Source: an optimization exercise on an open RTL-to-GDS flow (aim: small area). Production flows keep margins and buffers that such runs may drop. Function was checked by simulation only, so behaviour that the tests miss may differ from the original. Power is estimated from default activity; no workload was simulated.

==> flow/design.v <==
module pico_i2c_slave (
    input  wire       clk,
    input  wire       rst,
    input  wire       scl_i,
    input  wire       sda_i,
    output wire       sda_o,
    output reg        rx_ovf,
    output reg        tx_ovf,
    output reg  [1:0] diag_code
);
    localparam [1:0] BE_IDLE = 2'd0,
                     BE_ADDR = 2'd1,
                     BE_RX   = 2'd2,
                     BE_TX   = 2'd3;
    reg [1:0] be;
    reg [3:0] bitcnt;
    reg       rx_eq;
    reg [2:0] rx_lo;
    reg       rw;
    reg       scl_q, sda_q;
    reg       sda_out;
    reg [3:0] head;       
    reg       valid;      
    reg [1:0] mode;       
    reg [7:0] seq;        
    wire scl = scl_i;
    wire sda = sda_i & sda_out;
    wire lc_start = scl_q & scl &  sda_q & ~sda;
    wire lc_stop  = scl_q & scl & ~sda_q &  sda;
    wire lc_rise  = ~scl_q & scl & (sda_q == sda);
    wire lc_fall  = scl_q & ~scl & (sda_q == sda);
    wire bc_le7 = ~bitcnt[3];
    wire bc_8   = bitcnt[3] & ~bitcnt[0];
    wire bc_9   = bitcnt[3] &  bitcnt[0];
    wire bc_0   = bitcnt == 4'd0;
    wire bc_4   = ~bitcnt[3] & bitcnt[2] & ~bitcnt[1] & ~bitcnt[0];
    wire bc_le4 = ~bitcnt[3] & (~bitcnt[2] | (~bitcnt[1] & ~bitcnt[0]));
    wire bc_1to7 = ~bitcnt[3] & (bitcnt[2:0] != 3'd0);
    wire addr_hit = rx_eq & (rx_lo[2:1] == 2'b00);
    wire [1:0] rx_class = !rx_eq            ? 2'd1 :
                          (rx_lo == 3'b011) ? 2'd2 :
                          (rx_lo == 3'b100) ? 2'd3 :
                          (rx_lo == 3'b101) ? 2'd0 : 2'd1;
    wire [2:0] tx_pos = ~(bitcnt[2:0] & {3{~bitcnt[3]}});
    reg [7:0] cbyte;
    always @* begin
        case ({mode, head})
            {2'd0, 4'd0}: cbyte = 8'h41;
            {2'd0, 4'd1}: cbyte = 8'h42;
            {2'd0, 4'd2}: cbyte = 8'h43;
            {2'd0, 4'd3}: cbyte = 8'h44;
            {2'd0, 4'd4}: cbyte = 8'h31;
            {2'd0, 4'd5}: cbyte = 8'h32;
            {2'd0, 4'd6}: cbyte = 8'h33;
            {2'd0, 4'd7}: cbyte = 8'h34;
            {2'd0, 4'd8}: cbyte = 8'h35;
            {2'd0, 4'd9}: cbyte = 8'h36;
            {2'd0, 4'd10}: cbyte = 8'h37;
            {2'd0, 4'd11}: cbyte = 8'h38;
            {2'd0, 4'd12}: cbyte = 8'h05;
            {2'd0, 4'd14}: cbyte = 8'h26;
            {2'd1, 4'd0}: cbyte = 8'hFF;
            {2'd1, 4'd1}: cbyte = 8'hFF;
            {2'd1, 4'd2}: cbyte = 8'h00;
            {2'd1, 4'd3}: cbyte = 8'h00;
            {2'd1, 4'd4}: cbyte = 8'h00;
            {2'd1, 4'd5}: cbyte = 8'h00;
            {2'd1, 4'd6}: cbyte = 8'h00;
            {2'd1, 4'd7}: cbyte = 8'h00;
            {2'd1, 4'd8}: cbyte = 8'h00;
            {2'd1, 4'd9}: cbyte = 8'h00;
            {2'd1, 4'd10}: cbyte = 8'h00;
            {2'd1, 4'd11}: cbyte = 8'h00;
            {2'd1, 4'd12}: cbyte = 8'h01;
            {2'd1, 4'd14}: cbyte = 8'h0C;
            {2'd2, 4'd0}: cbyte = 8'h48;
            {2'd2, 4'd1}: cbyte = 8'h61;
            {2'd2, 4'd2}: cbyte = 8'h6E;
            {2'd2, 4'd3}: cbyte = 8'h64;
            {2'd2, 4'd4}: cbyte = 8'h72;
            {2'd2, 4'd5}: cbyte = 8'h61;
            {2'd2, 4'd6}: cbyte = 8'h64;
            {2'd2, 4'd7}: cbyte = 8'h20;
            {2'd2, 4'd8}: cbyte = 8'h30;
            {2'd2, 4'd9}: cbyte = 8'h30;
            {2'd2, 4'd10}: cbyte = 8'h30;
            {2'd2, 4'd11}: cbyte = 8'h31;
            {2'd2, 4'd12}: cbyte = 8'h03;
            {2'd2, 4'd14}: cbyte = 8'h49;
            {2'd3, 4'd0}: cbyte = 8'h3B;
            {2'd3, 4'd1}: cbyte = 8'h59;
            {2'd3, 4'd2}: cbyte = 8'hE8;
            {2'd3, 4'd3}: cbyte = 8'h2A;
            {2'd3, 4'd4}: cbyte = 8'hE9;
            {2'd3, 4'd5}: cbyte = 8'hB1;
            {2'd3, 4'd6}: cbyte = 8'hBE;
            {2'd3, 4'd7}: cbyte = 8'hD8;
            {2'd3, 4'd8}: cbyte = 8'h00;
            {2'd3, 4'd9}: cbyte = 8'h00;
            {2'd3, 4'd10}: cbyte = 8'h00;
            {2'd3, 4'd11}: cbyte = 8'h00;
            {2'd3, 4'd12}: cbyte = 8'h04;
            {2'd3, 4'd14}: cbyte = 8'h8F;
            default: cbyte = 8'h00;
        endcase
    end
    wire [6:0] cx = cbyte[6:0] ^ seq[6:0];
    wire [7:0] ones;
    assign ones[0] = 1'b1;
    genvar gi;
    generate for (gi = 1; gi < 8; gi = gi + 1) begin : g_ones
        assign ones[gi] = ones[gi-1] & cx[gi-1];
    end endgenerate
    wire cbit = cbyte[tx_pos];
    wire seqb = seq[tx_pos];
    wire tx_bit = (head == 4'd15) ? 1'b1 :
                  !valid          ? 1'b0 :
                  cbit ^ (seqb & (head == 4'd13 | head == 4'd14)) ^ (ones[tx_pos] & (head == 4'd14));
    wire ev_rx = lc_fall & (be == BE_RX) & bc_8;
    wire fetch = lc_fall & bc_9 &
                 ((be == BE_ADDR & rw) | (be == BE_TX & ~rx_lo[0]));
    wire keep = (be == BE_ADDR) | (be == BE_TX) |
                (be == BE_RX & (head == 4'd0 | head == 4'd9));
    assign sda_o = sda_out;
    always @(posedge clk) begin
        if (rst) begin
            be      <= BE_IDLE;
            rw      <= 1'b0;
            scl_q   <= 1'b1;
            sda_q   <= 1'b1;
            sda_out <= 1'b1;
        end else begin
            scl_q <= scl;
            sda_q <= sda;
            if (lc_start || lc_stop) begin
                be      <= lc_start ? BE_ADDR : BE_IDLE;
                bitcnt  <= 4'd0;
                sda_out <= 1'b1;
            end else if (lc_rise) begin
                if (be != BE_IDLE && !bc_9) begin
                    bitcnt <= bitcnt + 4'd1;
                    if (keep) begin
                        if (bc_le4)
                            rx_eq <= (bc_0 | rx_eq) &
                                     (sda == (be == BE_ADDR & bc_4));
                        else if (!bc_8 || be == BE_TX)
                            rx_lo <= {rx_lo[1:0], sda};
                    end
                end
            end else if (lc_fall) begin
                case (be)
                    BE_ADDR: begin
                        if (bc_8) begin
                            if (addr_hit) begin
                                rw      <= rx_lo[0];
                                sda_out <= 1'b0;
                            end else begin
                                be <= BE_IDLE;
                            end
                        end else if (bc_9) begin
                            bitcnt <= 4'd0;
                            if (!rw) begin
                                be      <= BE_RX;
                                sda_out <= 1'b1;
                            end else begin
                                be      <= BE_TX;
                                sda_out <= tx_bit;
                            end
                        end
                    end
                    BE_RX: begin
                        if (bc_8) begin
                            sda_out <= 1'b0;
                        end else if (bc_9) begin
                            sda_out <= 1'b1;
                            bitcnt  <= 4'd0;
                        end
                    end
                    BE_TX: begin
                        if (bc_1to7) begin
                            sda_out <= tx_bit;
                        end else if (bc_8) begin
                            sda_out <= 1'b1;
                        end else if (bc_9) begin
                            bitcnt <= 4'd0;
                            if (!rx_lo[0]) begin
                                sda_out <= tx_bit;
                            end else begin
                                be      <= BE_IDLE;
                                sda_out <= 1'b1;
                            end
                        end
                    end
                    default: ;
                endcase
            end
        end
    end
    always @(posedge clk) begin
        if (rst) begin
            valid     <= 1'b0;
            rx_ovf    <= 1'b0;
            tx_ovf    <= 1'b0;
            diag_code <= 2'd0;
        end else begin
            diag_code <= 2'd0;
            if (lc_start || lc_stop) begin
                head <= 4'd0;
            end else if (ev_rx) begin
                if (head == 4'd9) begin
                    head      <= 4'd0;
                    rx_ovf    <= 1'b1;
                    diag_code <= 2'd1;
                end else begin
                    head <= head + 4'd1;
                    if (head == 4'd8) begin
                        valid <= 1'b1;
                        mode  <= rx_class;
                        seq   <= valid ? seq + 8'd1 : 8'd0;
                    end
                end
            end else if (lc_rise & (be == BE_TX) & bc_8) begin
                head <= head + 4'd1;
            end else if (fetch & (head == 4'd15)) begin
                tx_ovf    <= 1'b1;
                diag_code <= 2'd2;
            end
        end
    end
endmodule
==> flow/config.mk <==
export PLATFORM = sky130hd
export DESIGN_NAME = pico_i2c_slave
export DESIGN_NICKNAME = pico_i2c_slave
export VERILOG_FILES = /design/flow/design.v
export SDC_FILE = /design/flow/constraint.sdc
export NUM_CORES = 4
export LEC_CHECK = 0
export CAP_MARGIN = 20
export CORE_MARGIN = 2
export CORE_UTILIZATION = 40
export SLEW_MARGIN = 20
==> flow/constraint.sdc <==
create_clock -name core_clock -period 10.0 [get_ports {clk}]
set_input_delay 2.0000 -clock core_clock [delete_from_list [all_inputs] [get_ports {clk}]]
set_output_delay 2.0000 -clock core_clock [all_outputs]
set_load 0.01 [all_outputs]
standard.sh (not shown) runs the stock make flow with config.mk's settings and CLKGATE_MAP_FILE= SYNTH_SCRIPT=/design/flow/synth_recipe.tcl, a recipe that flattens the netlist after the stock synthesis.
==> flow/flow/run.sh <==
#!/bin/bash
# Layout flow: the standard synthesis, then the combinational logic of
# the synthesized netlist is re-mapped by ABC with a stronger area script
# (flip-flops keep their instances, names and cell types), then the rest of
# the standard layout from floorplan to finish.
# Each tool's full output goes to a log file in this folder.
set -euo pipefail
HERE=$(pwd)
RES=$HERE/orfs/results/${FLOW_PLATFORM:-sky130hd}/pico_i2c_slave/base
YOSYS=$FLOW_HOME/../tools/install/yosys/bin/yosys
[ -x "$YOSYS" ] || YOSYS=yosys

bash standard.sh synth > standard_synth.log 2>&1

cp $RES/1_2_yosys.v $HERE/synth_standard.v
export LIB=$FLOW_HOME/platforms/sky130hd/lib/sky130_fd_sc_hd__tt_025C_1v80.lib
export IN_V=$HERE/synth_standard.v
export TOP=${FLOW_TOP:-pico_i2c_slave}
export DONT_USE="$(sed -n '/^export DONT_USE_CELLS/,/^#/p' $FLOW_HOME/platforms/sky130hd/config.mk | grep -o 'sky130_fd_sc_hd__[a-z0-9_]*' | tr '\n' ' ')"
export KEEP_CELLS="$(grep -o 'sky130_fd_sc_hd__[a-z0-9_]*' $IN_V | sort -u | grep -E '__(df|edf|sdf|dl|conb|tap|fill|decap|diode)' | tr '\n' ' ')"
# Two ABC scripts; the smaller result is used.
best=""; best_area=""
for v in a b; do
  export ABC_SCRIPT=$HERE/flow/reopt_$v.abc OUT_V=$HERE/synth_reopt_$v
  $YOSYS -c $HERE/flow/reopt.tcl > reopt_yosys_$v.log 2>&1
  python3 $HERE/flow/pick_top.py $OUT_V.all $OUT_V.v $TOP > pick_top_$v.log 2>&1
  area=$(grep "Chip area for top module" $OUT_V.stat | awk '{print $NF}')
  echo "script $v: area $area" >> reopt_choice.log
  if [ -z "$best" ] || awk "BEGIN{exit !($area < $best_area)}"; then best=$v; best_area=$area; fi
done
echo "using script $best" >> reopt_choice.log
cp $HERE/synth_reopt_$best.v $HERE/synth_reopt.v

# Hand the re-mapped netlist to the rest of the standard flow.
cp $HERE/synth_reopt.v $RES/1_2_yosys.v
touch $RES/1_2_yosys.v
export BUFFER_PORTS_ARGS="-buffer_cell sky130_fd_sc_hd__buf_1"
export CTS_ARGS="-sink_clustering_enable -repair_clock_nets -buf_list sky130_fd_sc_hd__clkbuf_4 -dont_use_dummy_load"
bash standard.sh finish > standard_finish.log 2>&1
Other scripts of this flow, unchanged in this note and not shown: flow/flow/pick_top.py, flow/flow/reopt.tcl, flow/flow/reopt_a.abc, flow/flow/reopt_b.abc
Next try:
--- a/flow/flow/run.sh
+++ b/flow/flow/run.sh
@@ -38 +38 @@
-export CTS_ARGS="-sink_clustering_enable -repair_clock_nets -buf_list sky130_fd_sc_hd__clkbuf_4 -dont_use_dummy_load"
+export CTS_ARGS="-sink_clustering_enable -repair_clock_nets -buf_list sky130_fd_sc_hd__clkbuf_8 -root_buf sky130_fd_sc_hd__clkbuf_8 -sink_clustering_size 40 -sink_clustering_max_diameter 500 -dont_use_dummy_load"
=>
- total power went up by roughly a tenth
- hold slack degrades by 8.0 ps
- setup slack improved by 17 ps
Next try:
--- a/flow/flow/run.sh
+++ b/flow/flow/run.sh
@@ -5 +5,2 @@
-# the standard layout from floorplan to finish.
+# the standard layout from floorplan to finish, with the smallest buffer
+# (buf_1) as the port buffer that every input and output port gets.
@@ -38 +39 @@
-export CTS_ARGS="-sink_clustering_enable -repair_clock_nets -buf_list sky130_fd_sc_hd__clkbuf_8 -root_buf sky130_fd_sc_hd__clkbuf_8 -sink_clustering_size 40 -sink_clustering_max_diameter 500 -dont_use_dummy_load"
+export CTS_ARGS="-sink_clustering_enable -repair_clock_nets -buf_list {sky130_fd_sc_hd__clkbuf_4 sky130_fd_sc_hd__clkbuf_8} -dont_use_dummy_load"
Routed wire length does not change.
Worst setup slack does not change.
Via count stays the same.
Power does not change.
Fmax stays the same.
Utilization is unchanged.
Flip-flop and latch count is unchanged.
Die area does not change.
Clock power hardly moves.
Next try:
--- a/flow/flow/run.sh
+++ b/flow/flow/run.sh
@@ -39 +39 @@
-export CTS_ARGS="-sink_clustering_enable -repair_clock_nets -buf_list {sky130_fd_sc_hd__clkbuf_4 sky130_fd_sc_hd__clkbuf_8} -dont_use_dummy_load"
+export CTS_ARGS="-sink_clustering_enable -repair_clock_nets -buf_list sky130_fd_sc_hd__clkbuf_4 -dont_use_dummy_load -sink_clustering_max_diameter 30"
Via count goes up slightly.
Worst setup slack loses 17 ps.
Critical path depth stays the same.
Total power falls by roughly a tenth.

## re-timing with driven ports
How much do the figures lean on ideal ports? The routed layouts below were timed once more, with nothing changed but the port constraints.
Step 1 (the two cells are an assumption about what drives the block):
set clk [get_ports {clk}]
set_driving_cell -lib_cell sky130_fd_sc_hd__clkbuf_16 $clk
set_driving_cell -lib_cell sky130_fd_sc_hd__buf_2 [delete_from_list [all_inputs] $clk]
Step 2, shift: input delay + t, output delay - t, t = (earliest + latest rising clock arrival at the registers) / 2. This alone moves slack from input paths to output paths.
Slacks: no drivers / after step 1 / after step 2; pairs: no drivers / after step 1.
run | shift t [ns] | setup WS [ns] | worst setup path at the end
the first run | 0.350 | 5.679 / 5.679 / 5.679 | register to register
the second run | 0.303 | 5.696 / 5.696 / 5.696 | register to register
the third run | 0.303 | 5.696 / 5.696 / 5.696 | register to register
the fourth run | 0.350 | 5.679 / 5.679 / 5.679 | register to register
After both steps setup and hold are still met in every run listed.
